What follows belongs to an exercise in optimizing a design on an open flow for small area, a short achievable clock period and few clock cycles; a production flow would make more cautious choices. The RTL was checked by simulation tests, not by an equivalence proof against the original design.

## flow/design.v (module list and top-level ports; edited modules follow where they fit)
// module cellular_automaton_engine: 3880 lines
// module r30cell: 10 lines
// module r30nor: 7 lines
// module r30xnor: 7 lines
// module ceil8: 6 lines
// module subsm: 7 lines
// module add16c: 7 lines
// module holdmux: 8 lines
module cellular_automaton_engine (
    input  wire        clk,
    input  wire        rst,         
    input  wire        req_valid,
    output wire        req_ready,
    input  wire [63:0] req_data,
    output wire        rsp_valid,
    input  wire        rsp_ready,
    output wire [63:0] rsp_data
);
  // ...
==> flow/flow/run.sh <==
#!/bin/bash
# The standard ORFS layout (standard.sh: standard synthesis, floorplan,
# placement, CTS, routing, finish), with the setup repair asked to keep a
# larger margin under the design's clock period so that it works on the
# design's real critical paths. The SDC, clock period and I/O delays are
# the standard flow's, unchanged. make's full output goes to flow_make.log here; ORFS's
# per-step logs stay under orfs/logs/.
set -euo pipefail
cd "$(dirname "$0")/.."
bash standard.sh SETUP_SLACK_MARGIN=10 TNS_END_PERCENT=10 finish > flow_make.log 2>&1
==> flow/standard.sh <==
#!/bin/bash
# synth_recipe.tcl (not shown) runs the flow's synth.tcl, then flattens the netlist and writes it again
# the make line also repeats each setting of config.mk as NAME=value (left out here)
make -C /OpenROAD-flow-scripts/flow DESIGN_CONFIG=/design/flow/config.mk WORK_HOME=/design/flow/orfs CLKGATE_MAP_FILE= SYNTH_SCRIPT=/design/flow/synth_recipe.tcl "${@:-finish}"
==> flow/config.mk <==
export PLATFORM = sky130hd
export DESIGN_NAME = cellular_automaton_engine
export DESIGN_NICKNAME = cellular_automaton_engine
export VERILOG_FILES = /design/flow/design.v
export SDC_FILE = /design/flow/constraint.sdc
export NUM_CORES = 4
export LEC_CHECK = 0
export CAP_MARGIN = 20
export CORE_MARGIN = 2
export CORE_UTILIZATION = 50
export PLACE_DENSITY = 0.6
export SLEW_MARGIN = 20
export SYNTH_HIERARCHICAL = 1
export SYNTH_MINIMUM_KEEP_SIZE = 0
==> flow/constraint.sdc <==
create_clock -name core_clock -period 14.0 [get_ports {clk}]
set_input_delay 2.8000 -clock core_clock [delete_from_list [all_inputs] [get_ports {clk}]]
set_output_delay 2.8000 -clock core_clock [all_outputs]
set_load 0.01 [all_outputs]
==> summary.txt, run 1 <==
status: finished clean
reg2reg path depth: 14
start point of the worst hold path: q1d1[3]$_DFF_P_
Met2 Wirelength: 123000 um
worst path buffer plus inverter count: 4
critical path endpoint: q1[14]$_DFFE_PP_
final cell utilization of the core: 59.4%
Top Metal Used: met5
IO Count: 134
met1 Use GR: 48.2%
startpoint type of the worst setup path: flop
Final Hold Fails: 0
diodes inserted: 10
Rows: 138
max FFs per register: 288
layout sequential cell count: 758
multi-input gates: 5671
first-pass GRT wire length: 399000 um
Non-clock buffers, area share: 6.17%
Pins Over Slew Limit: 0
Crit-path slowest cell: fa_2
area grow syn2layout: 18.1%
Non-clk bufs: 563
setup violators final: 0
fin area: 84200 um2
Testbench counts, summed over its fixed seeds: cycles 2,882.
==> run 2, diff against run 1 <==
--- a/flow/design.v
+++ b/flow/design.v
@@ -3631,30 +3631,34 @@
     wire step1    = st_step & (rem[31:2] == 30'd0);
     always @* begin
         s_t1 = step1;
         s_sh = sh_lo | pcg_sh | st_read;
         s_en = (gen_one & rsp_free) | (gen_lo & (~g_l4 | rsp_free)) | (state == S_CATCH) |
                step4 | step1 | sh_lo | sh_two | pcg_sh | (st_read & rsp_free);
         s_in = sh_lo ? lo : pcg_sh ? pcg_out : s[0];
     end
+    wire [15:0] q1_hold, q2_hold, q3_hold;
+    holdmux #(.W(16)) u_q1 (.en(pcnt >= 4'd1), .d(q1_next), .q(q1), .y(q1_hold));
+    holdmux #(.W(16)) u_q2 (.en(pcnt >= 4'd2), .d(q2_next), .q(q2), .y(q2_hold));
+    holdmux #(.W(16)) u_q3 (.en(pcnt >= 4'd3), .d(q3_next), .q(q3), .y(q3_hold));
     always @(posedge clk) begin
         q1d1 <= q1[15:11];
         q1d2 <= q1d1;
         q2d  <= q2;
         if (state == S_SEEDU && req_valid) begin
             q0 <= req_data[15:0];
             q1 <= req_data[31:16];
             q2 <= req_data[47:32];
             q3 <= req_data[63:48];
         end else begin
             q0 <= q0_next;
-            if (pcnt >= 4'd1) q1 <= q1_next;
-            if (pcnt >= 4'd2) q2 <= q2_next;
-            if (pcnt >= 4'd3) q3 <= q3_next;
+            q1 <= q1_hold;
+            q2 <= q2_hold;
+            q3 <= q3_hold;
         end
     end
     integer i;
     always @(posedge clk) begin
         for (i = 0; i < N; i = i + 1) begin
             if (s_en)
                 s[i] <= sh_two ? ((i == N - 1) ? rem : (i == N - 2) ? lo : s[(i + 2) % N]) :
                         s_sh ? ((i == N - 1) ? s_in : s[(i + 1) % N]) :
==> flow/flow/run.sh (replaced) <==
#!/bin/bash
# The standard ORFS layout (standard.sh: standard synthesis, floorplan,
# placement, CTS, routing, finish), with the setup repair asked to keep a
# larger margin under the design's clock period so that it works on the
# design's real critical paths. The SDC, clock period and I/O delays are
# the standard flow's, unchanged. make's full output goes to flow_make.log here; ORFS's
# per-step logs stay under orfs/logs/.
set -euo pipefail
cd "$(dirname "$0")/.."
bash standard.sh SETUP_SLACK_MARGIN=10 TNS_END_PERCENT=100 finish > flow_make.log 2>&1
==> run 2 against run 1 <==
Register-to-register slack better by 0.09 ns. Via count up 2.5%. Design area up 3.8%. Wire length up 1.1%. Flip-flop and latch count unchanged. Hold slack worse by 0.0033 ns. Clock skew up 0.0034 ns. Sequential share of layout area down 1.2 points. Still clean. Clock-buffer cell count up 8. Cell count up 3.1%.
==> summary.txt, run 2 <==
syn_area_per_cell: 9.48 um2 (was 9.56 um2)
GRT Overall Usage: 36.8% (was 37.3%)
# hold bufs at CTS: 0 (unchanged)
setup violators final: 0 (unchanged)
Worst-Skew Late Latency: 0.75 ns (was 0.73 ns)
CP Cell Sequence: inv_8 > fa_2 > clkinvlp_4 > fa_1 > inv_1 > fa_1 > fa_1 > ha_4 > buf_4 > nand2b_4 > nor3_1 > a2111oi_4 > o311ai_2 > mux2_4 > nand2_2 > nand2_2 (was buf_6 > clkinvlp_4 > fa_2 > clkinvlp_4 > fa_1 > inv_2 > fa_2 > fa_1 > ha_4 > nor2b_4 > a2111oi_4 > o311ai_2 > nand2_1 > nand2_1)
Worst Setup Path Type: flop to flop (unchanged)
area post-placement: 76200 um2 (was 74300 um2)
pin count of the biggest net entering global routing: 220 (was 86)
initial antenna violation count: 24 (was 23)
CTS tree: built (unchanged)
Crit path required time: 14.62 ns (was 14.48 ns)
Worst Skew: 0.0326 ns (was 0.0292 ns)
H-tree levels: 3 (unchanged)
Largest regs: s: 288 flops, rsp_r: 64 flops (unchanged)
Max-Cap Viols: 0 (unchanged)
setup repair after global routing missed its margin: true (unchanged)
crit path DAT: 4.94 ns (was 4.90 ns)
most common cell after layout, fill and taps aside: nor2_1 (unchanged)
cell family with most CP delay: adder cells (unchanged)
Die W: 386 um (was 382 um)
GRT overflow: 0 (unchanged)
most used cell along the critical path: fa_1
Die Y-Extent: 386 um (was 382 um)
Peak Freq: 231 MHz (was 227 MHz)
worst-margin pin slew: 1.25 ns (was 1.24 ns)
Pins Over Slew Limit: 0 (unchanged)
total CTS buffers: 92 (was 94)
Tmin final: 4.32 ns (was 4.41 ns)
DRC Markers: 0 (unchanged)
Post-Synthesis Cells: 7701 (was 7454)
area grow syn2layout: 19.7% (was 18.1%)
fin nets: 9051 (was 8764)
worst hold path type: flop to flop (unchanged)
most frequent cells in the layout: 1363 x nor2_1, 887 x xnor2_1, 685 x inv_1 (was 1189 x nor2_1, 932 x xnor2_1, 698 x inv_1)
GPL Wtd Cong: 1.03 (was 1.04)
worst path buffer plus inverter count: 4 (unchanged)
max FFs per register: 288 (unchanged)
Rows: 140 (was 138)
post-DP HPWL: 204000 um (about the same)
initial DRC count: 6354 (was 6832)
DR pass1 iterations: 8 (was 6)
status: finished clean (unchanged)
initial core utilization: 50.2% (was 50.3%)
R2R Setup Slk: 9.68 ns (was 9.59 ns)
crit share post-route: 30.9% (was 31.5%)
fin area: 87400 um2 (was 84200 um2)
first-pass GRT wire length: 400000 um (was 399000 um)
vias in the first global route: 59.1k (was 58.5k)
synthesized cell area: 73000 um2 (was 71300 um2)
Core Footprint: 145000 um2 (was 142000 um2)
Rel. slew slack: 16.6% (was 15.0%)
I/O Buffers: 133 (unchanged)
CTS clock-pin slew for the worst setup and hold paths: 0.07 ns (about the same)
die area: 149000 um2 (was 146000 um2)
share of layout cells above drive strength 1: 20.8% (was 16.8%)
CTS Buffer Depth: 3 (unchanged)
YS warnings: 8 (unchanged)
startpoint type of the worst setup path: flop (unchanged)
crit end category: flop (unchanged)
CTS Sinks: 758 (unchanged)
CP Max Fanout: 6 (unchanged)
routed len/inst: 27.7 um (was 28.2 um)
Crit-path slowest cell: fa_2 (unchanged)
Final Hold Fails: 0 (unchanged)
via count: 60.7k (was 59.2k)
routed wire length: 280000 um (was 277000 um)
IO Count: 134 (unchanged)
Worst path max stage delay: 0.61 ns (was 0.65 ns)
Root Driver: clkbuf_16 (unchanged)
Sum Neg Setup Slack: 0 ns (unchanged)
ANT nets after route: 0 (unchanged)
largest register by flop count: s (unchanged)
DR vias/cell: 6.00 (was 6.04)
==> run 2: final timing paths <==
check | start | to | cells past startpoint
max | q1[7]$_DFF_P_ | q1[14]$_DFF_P_ | 16
min | q1d1[1]$_DFF_P_ | q1d2[1]$_DFF_P_ | 0
max reg2reg | q1[7]$_DFF_P_ | q1[14]$_DFF_P_ | 16
min reg2reg | q1d1[1]$_DFF_P_ | q1d2[1]$_DFF_P_ | 0
==> run 2: cell type report <==
cell class / instances / area, um2
Multi-Input combinational cell: 5887 / 53900
Sequential cell: 758 / 19100
Antenna cell: 5 / 12.5
Timing Repair Buffer: 633 / 5840
Inverter: 742 / 2930
Clock inverter: 34 / 497
Fill cell: 12462 / 58000
Clock buffer: 136 / 2680
Tap cell: 1917 / 2400
==> run 2: what timing repair did <==
item / 4_1_cts / 5_1_grt
resized for setup: 1032 / 348
buffers inserted: 220 / 186
endpoints found under the setup margin: 874 / 596
cloned: 13 / 5
pin swaps: 125 / 183
==> run 2: per-layer routing <==
layer	vias up	wire length, um	global-route usage [%]
met5	-	290	0
met4	36	19500	20.5
met3	818	27000	9.33
met2	3110	126000	57.3
met1	30127	107000	46.7
li1	26571	-	-
==> run 2: metrics by stage <==
step | setup WS [ns] | hold slack, ns | util, % | cells
2_1_floorplan | -3.48 | 0.310 | - | 7706
3_3_place_gp | 7.39 | 0.313 | 52.4 | 9510
3_5_place_dp | 7.42 | 0.314 | 52.4 | 9510
4_1_cts | 9.73 | 0.323 | 57.9 | 9913
5_1_grt | 9.60 | 0.333 | 60.1 | 10107
6_report | 9.68 | 0.323 | 60.1 | 10112
Testbench counts of run 2, summed over its fixed seeds: cycles 2,882.
==> run 3, diff against run 2 <==
--- a/flow/config.mk
+++ b/flow/config.mk
@@ -7,8 +7,8 @@
 export LEC_CHECK = 0
 export CAP_MARGIN = 20
 export CORE_MARGIN = 2
-export CORE_UTILIZATION = 50
-export PLACE_DENSITY = 0.6
+export CORE_UTILIZATION = 60
+export PLACE_DENSITY = 0.7
 export SLEW_MARGIN = 20
 export SYNTH_HIERARCHICAL = 1
 export SYNTH_MINIMUM_KEEP_SIZE = 0
==> run 3 against run 2 <==
Global-route usage is 6.4 points higher. Clock skew is 0.015 ns higher. Critical endpoint is now q1[15]$_DFF_P_. Core utilization is 12 points higher. Hold slack better by 0.10 ns. Highest routed layer unchanged. Register-to-register slack worse by 0.02 ns. Fmax is 0.57% lower. Flip-flop and latch count stayed put. Critical path depth is 1 lower. Still clean. Wire length is 0.58% lower. Sequential share of layout area hardly changed.
==> summary.txt, run 3 <==
DR vias/cell: 6.28 (was 6.00)
IO Count: 134 (unchanged)
CTS Buffer Depth: 3 (unchanged)
Die W: 353 um (was 386 um)
routed wire length: 278000 um (was 280000 um)
fin nets: 9079 (was 9051)
area post-placement: 75900 um2 (was 76200 um2)
status: finished clean (unchanged)
Crit path required time: 14.62 ns (about the same)
CTS Sinks: 758 (unchanged)
CTS clock-pin slew for the worst setup and hold paths: 0.06 ns (was 0.07 ns)
via count: 61.8k (was 60.7k)
crit share post-route: 31.1% (was 30.9%)
YS warnings: 8 (unchanged)
initial core utilization: 60.7% (was 50.2%)
H-tree levels: 3 (unchanged)
area grow syn2layout: 19.5% (was 19.7%)
worst hold path type: flop to flop (unchanged)
most common cell after layout, fill and taps aside: nor2_1 (unchanged)
setup repair after global routing missed its margin: true (unchanged)
R2R Path Start: q1[9]$_DFF_P_ (was q1[7]$_DFF_P_)
initial antenna violation count: 24 (unchanged)
syn_area_per_cell: 9.48 um2 (unchanged)
Worst Skew: 0.0474 ns (was 0.0326 ns)
GPL Wtd Cong: 1.05 (was 1.03)
Largest regs: s: 288 flops, rsp_r: 64 flops (unchanged)
fillcell total: 8795 (was 12.5k)
DR pass1 iterations: 11 (was 8)
Die Y-Extent: 353 um (was 386 um)
Peak Freq: 230 MHz (was 231 MHz)
Post-Synthesis Cells: 7701 (unchanged)
most frequent cells in the layout: 1356 x nor2_1, 885 x xnor2_1, 692 x inv_1 (was 1363 x nor2_1, 887 x xnor2_1, 685 x inv_1)
worst-margin pin slew: 1.12 ns (was 1.25 ns)
Pins Over Slew Limit: 0 (unchanged)
CP Max Fanout: 7 (was 6)
I/O Buffers: 133 (unchanged)
Worst-Skew Late Latency: 0.75 ns (about the same)
critical path endpoint: q1[15]$_DFF_P_ (was q1[14]$_DFF_P_)
crit end category: flop (unchanged)
reg2reg path depth: 15 (was 16)
Root Driver: clkbuf_16 (unchanged)
Rel. slew slack: 25.0% (was 16.6%)
Final Hold Fails: 0 (unchanged)
fin area: 87300 um2 (was 87400 um2)
ANT nets after route: 0 (unchanged)
max FFs per register: 288 (unchanged)
initial DRC count: 7782 (was 6354)
post-DP HPWL: 201000 um (was 204000 um)
crit path DAT: 4.97 ns (was 4.94 ns)
startpoint type of the worst setup path: flop (unchanged)
Core Footprint: 120000 um2 (was 145000 um2)
# hold bufs at CTS: 0 (unchanged)
R2R Path End: q1[15]$_DFF_P_ (was q1[14]$_DFF_P_)
share of layout cells above drive strength 1: 21.5% (was 20.8%)
Rows: 127 (was 140)
die area: 125000 um2 (was 149000 um2)
synthesized cell area: 73000 um2 (unchanged)
first-pass GRT wire length: 397000 um (was 400000 um)
final cell utilization of the core: 72.6% (was 60.1%)
GRT overflow: 0 (unchanged)
Worst Setup Path Type: flop to flop (unchanged)
R2R Setup Slk: 9.65 ns (was 9.68 ns)
CTS tree: built (unchanged)
hold slack: 0.424 ns (was 0.323 ns)
Tmin final: 4.35 ns (was 4.32 ns)
setup violators final: 0 (unchanged)
largest register by flop count: s (unchanged)
DRC Markers: 0 (unchanged)
GRT Overall Usage: 43.2% (was 36.8%)
CP startpoint: q1[9]$_DFF_P_ (was q1[7]$_DFF_P_)
Max-Cap Viols: 0 (unchanged)
routed len/inst: 28.3 um (was 27.7 um)
pin count of the biggest net entering global routing: 210 (was 220)
vias in the first global route: 59.5k (was 59.1k)
total CTS buffers: 90 (was 92)
## run 3: what timing repair did
item	4_1_cts	5_1_grt
endpoints found under the hold margin	0	0
cloned	15	2
setup endpoints to repair	885	533
gates resized for setup	1034	381
setup buffers	226	204
pin swaps	119	182
## run 3: stage by stage
stage	std cells	TNS (ns)	setup slack (ns)
3_5_place_dp	9213	0	7.02
5_1_grt	9832	0	9.57
4_1_cts	9621	0	9.78
6_report	9840	0	9.65
2_1_floorplan	7706	-1001.50	-3.48
3_3_place_gp	9213	0	7.06
## run 3: worst max-delay path, cell delays in order, from the launching register on
cell and delay [ns]:
dfxtp_4 0.41, inv_4 0.11, fa_2 0.64, clkinvlp_4 0.18, fa_1 0.53, inv_1 0.05, fa_1 0.49, fa_1 0.46
ha_4 0.20, a211o_1 0.27, o221ai_1 0.18, o211ai_1 0.16, xor2_1 0.18, mux2_4 0.27, nand2_1 0.06, nand2_1 0.05
## run 3: worst min path at each step
| stage | startpoint | to | slack (ns) | depth (start not counted) |
|---|---|---|---|---|
| 2_1_floorplan | q1d1[0]$_DFF_P_ | q1d2[0]$_DFF_P_ | 0.31 | 0 |
| 3_3_place_gp | q1d1[3]$_DFF_P_ | q1d2[3]$_DFF_P_ | 0.39 | 0 |
| 3_5_place_dp | q1d1[3]$_DFF_P_ | q1d2[3]$_DFF_P_ | 0.39 | 0 |
| 4_1_cts | q1d1[1]$_DFF_P_ | q1d2[1]$_DFF_P_ | 0.42 | 0 |
| 5_1_grt | q1d1[1]$_DFF_P_ | q1d2[1]$_DFF_P_ | 0.42 | 0 |
| 6_report | q1d1[1]$_DFF_P_ | q1d2[1]$_DFF_P_ | 0.42 | 0 |
## run 3: layout make-up
class | count | area (um2) | area share, %
tap | 1612 | 2020 | 2.31
inverter | 742 | 2900 | 3.33
clock inverter | 55 | 693 | 0.794
multi-input combinational | 5885 | 54100 | 62.0
timing repair buffer | 665 | 5980 | 6.85
clock buffer | 112 | 2470 | 2.83
sequential | 758 | 19100 | 21.9
antenna | 11 | 27.5 | 0.0315
## run 3: layer usage
| metal | wire, um | vias to the layer above | track usage, % | part of all wire (%) |
|---|---|---|---|---|
| met5 | 184 | - | 0 | 0.066 |
| met4 | 23700 | 28 | 27.9 | 8.5 |
| met3 | 30900 | 960 | 11.7 | 11 |
| met2 | 124000 | 3790 | 66.4 | 45 |
| met1 | 99500 | 30392 | 53.8 | 36 |
| li1 | - | 26588 | - | - |
==> run 4, diff against run 3 <==
--- a/flow/flow/run.sh
+++ b/flow/flow/run.sh
@@ -7,4 +7,4 @@
 # per-step logs stay under orfs/logs/.
 set -euo pipefail
 cd "$(dirname "$0")/.."
-bash standard.sh SETUP_SLACK_MARGIN=10 TNS_END_PERCENT=100 finish > flow_make.log 2>&1
+bash standard.sh SETUP_SLACK_MARGIN=10 TNS_END_PERCENT=20 finish > flow_make.log 2>&1
--- a/flow/config.mk
+++ b/flow/config.mk
@@ -7,8 +7,8 @@
 export LEC_CHECK = 0
 export CAP_MARGIN = 20
 export CORE_MARGIN = 2
-export CORE_UTILIZATION = 60
-export PLACE_DENSITY = 0.7
+export CORE_UTILIZATION = 50
+export PLACE_DENSITY = 0.6
 export SLEW_MARGIN = 20
 export SYNTH_HIERARCHICAL = 1
 export SYNTH_MINIMUM_KEEP_SIZE = 0
==> run 4 against run 3 <==
Cell count is 3.3% higher. Synthesized area stayed put. Flip-flop and latch count did not move. Critical path type unchanged. Highest routed layer unchanged.
==> summary.txt, run 4 <==
status: finished clean (unchanged)
post-DP HPWL: 208000 um (was 201000 um)
startpoint type of the worst setup path: flop (unchanged)
ANT nets after route: 0 (unchanged)
pre-CTS WS: 6.90 ns (was 7.02 ns)
GPL Wtd Cong: 0.990 (was 1.05)
routed len/inst: 27.5 um (was 28.3 um)
Max-Cap Viols: 0 (unchanged)
setup violators final: 0 (unchanged)
cell family with most CP delay: adder cells (unchanged)
syn_area_per_cell: 9.48 um2 (unchanged)
crit path DAT: 4.96 ns (was 4.97 ns)
initial DRC count: 6126 (was 7782)
Die Y-Extent: 386 um (was 353 um)
synthesized cell area: 73000 um2 (unchanged)
routed wire length: 280000 um (was 278000 um)
area grow syn2layout: 19.6% (was 19.5%)
Setup WS post-layout: 9.65 ns (about the same)
pin count of the biggest net entering global routing: 220 (was 210)
worst path buffer plus inverter count: 4 (was 3)
die area: 149000 um2 (was 125000 um2)
Crit path required time: 14.61 ns (was 14.62 ns)
Core Footprint: 145000 um2 (was 120000 um2)
Worst Setup Path Type: flop to flop (unchanged)
first-pass GRT wire length: 399000 um (was 397000 um)
Final Hold Fails: 0 (unchanged)
Crit-path slowest cell: fa_2 (unchanged)
crit end category: flop (unchanged)
Die W: 386 um (was 353 um)
via count: 60.3k (was 61.8k)
initial antenna violation count: 19 (was 24)
most frequent cells in the layout: 1365 x nor2_1, 896 x xnor2_1, 691 x inv_1 (was 1356 x nor2_1, 885 x xnor2_1, 692 x inv_1)
Tmin final: 4.35 ns (about the same)
Worst Skew: 0.0309 ns (was 0.0474 ns)
DRC Markers: 0 (unchanged)
Post-Synthesis Cells: 7701 (unchanged)
YS warnings: 8 (unchanged)
vias in the first global route: 58.2k (was 59.5k)
Worst-Skew Late Latency: 0.73 ns (was 0.75 ns)
area of the multi-input gates: 53800 um2 (was 54100 um2)
CTS Buffer Depth: 3 (unchanged)
setup repair after global routing missed its margin: true (unchanged)
CTS tree: built (unchanged)
Largest regs: s: 288 flops, rsp_r: 64 flops (unchanged)
CTS clock-pin slew for the worst setup and hold paths: 0.06 ns (about the same)
most used cell along the critical path: fa_1 (unchanged)
Rel. slew slack: 16.7% (was 25.0%)
Pins Over Slew Limit: 0 (unchanged)
Rows: 140 (was 127)
max FFs per register: 288 (unchanged)
CP Max Fanout: 6 (was 7)
non-filler cells, final: 10.2k (was 9840)
crit share post-route: 31.0% (was 31.1%)
register area: 19000 um2 (was 19100 um2)
IO Count: 134 (unchanged)
most common cell after layout, fill and taps aside: nor2_1 (unchanged)
largest register by flop count: s (unchanged)
fillcell total: 12.6k (was 8795)
total CTS buffers: 95 (was 90)
DR pass1 iterations: 7 (was 11)
Inst Count DP: 9530 (was 9213)
GRT Overall Usage: 36.6% (was 43.2%)
share of layout cells above drive strength 1: 19.9% (was 21.5%)
Worst path max stage delay: 0.59 ns (was 0.64 ns)
fin nets: 9105 (was 9079)
CTS Sinks: 758 (unchanged)
worst-margin pin slew: 1.24 ns (was 1.12 ns)
DR vias/cell: 5.93 (was 6.28)
Peak Freq: 230 MHz (about the same)
GRT overflow: 0 (unchanged)
I/O Buffers: 133 (unchanged)
Root Driver: clkbuf_16 (unchanged)
initial core utilization: 50.2% (was 60.7%)
CP Cell Sequence: clkinvlp_4 > buf_4 > fa_2 > inv_2 > fa_1 > inv_1 > fa_1 > fa_1 > ha_4 > a211o_1 > o221ai_1 > o211ai_1 > xor2_1 > mux2_4 > nand2_2 > nand2_1 (was inv_4 > fa_2 > clkinvlp_4 > fa_1 > inv_1 > fa_1 > fa_1 > ha_4 > a211o_1 > o221ai_1 > o211ai_1 > xor2_1 > mux2_4 > nand2_1 > nand2_1)
H-tree levels: 3 (unchanged)
worst hold path type: flop to flop (unchanged)
-- run 4: layout make-up --
class                      count  share of cell area (%)
sequential                   758                    21.8
antenna                        6                  0.0172
tap                         1917                    2.75
inverter                     742                    3.31
clock buffer                 128                    3.03
clock inverter                47                   0.496
timing repair buffer         686                    7.06
multi-input combinational   5885                    61.6
-- run 4: repair_timing --
item	in CTS	in global routing
hold buffers	0	0
gates cloned	15	3
setup buffers	119	321
setup endpoints to repair	837	747
pin swaps	51	245
resized for setup	496	717
-- run 4: stage by stage --
stage	TNS, ns	area, um2	util (%)	hold WS (ns)
after floorplan	-1001.50	73000	-	0.310
after global placement	0	75900	52.2	0.314
after detailed placement	0	75900	52.2	0.313
after CTS	0	82000	56.4	0.327
after global routing	0	87300	60.1	0.337
final	0	87300	60.1	0.330
-- run 4: worst paths after layout --
check                                     start              end  slack, ns  depth (start not counted)
worst max-delay path              q1[7]$_DFF_P_   q1[15]$_DFF_P_       9.65                         16
worst min-delay path            q1d1[3]$_DFF_P_  q1d2[3]$_DFF_P_       0.33                          0
worst max register to register    q1[7]$_DFF_P_   q1[15]$_DFF_P_       9.65                         16
worst min register to register  q1d1[3]$_DFF_P_  q1d2[3]$_DFF_P_       0.33                          0
-- run 4: worst reg2reg max path, stage by stage, from the launching register on --
cell	delay (ns)
dfxtp_4	0.41
clkinvlp_4	0.11
buf_4	0.16
fa_2	0.59
inv_2	0.09
fa_1	0.51
inv_1	0.05
fa_1	0.49
fa_1	0.46
ha_4	0.20
a211o_1	0.26
o221ai_1	0.17
o211ai_1	0.14
xor2_1	0.21
mux2_4	0.29
nand2_2	0.05
nand2_1	0.05
-- run 4: routing by layer --
metal | vias up | routed length [um] | track usage (%)
met1 | 30214 | 109000 | 47.2
met3 | 680 | 24600 | 7.81
met5 | - | 131 | 0
met2 | 2769 | 128000 | 58.0
li1 | 26661 | - | -
met4 | 22 | 18200 | 19.2

-- afterwards: timing with drivers on the ports --
The results above use ideal ports. As a check the final layouts listed here were re-extracted and re-timed, cells and wires unchanged. Step 1: set_driving_cell puts a clkbuf_16 on clk and a buf_2 on each other input, an assumption about the parent block. Step 2 moves the port delays by t, midway between the first and last clock arrival at a register: inputs arrive t later, outputs are due t later. That takes back most of the time a late clock gives input paths. Slacks: no drivers / after step 1 / after step 2; pairs: no drivers / after step 1.
run | t, ns | setup WS [ns] | hold WS [ns] | slew at the worst register clock pin (ns) | cell pins on the clock port's net
run 1 | 0.793 | 9.585 / 9.585 / 9.007 | 0.326 / 0.326 / 0.326 | 0.07 / 0.07 | 1
run 2 | 0.815 | 9.675 / 9.675 / 9.127 | 0.323 / 0.323 / 0.323 | 0.07 / 0.07 | 1
run 3 | 0.802 | 9.650 / 9.650 / 9.093 | 0.424 / 0.424 / 0.424 | 0.07 / 0.07 | 1
run 4 | 0.799 | 9.655 / 9.655 / 8.984 | 0.330 / 0.330 / 0.330 | 0.07 / 0.07 | 1
After both steps setup and hold are still met in every run listed. For run 4, which loses most, drivers alone change the setup slack by 0.000 ns; drivers and shift together by -0.671 ns.
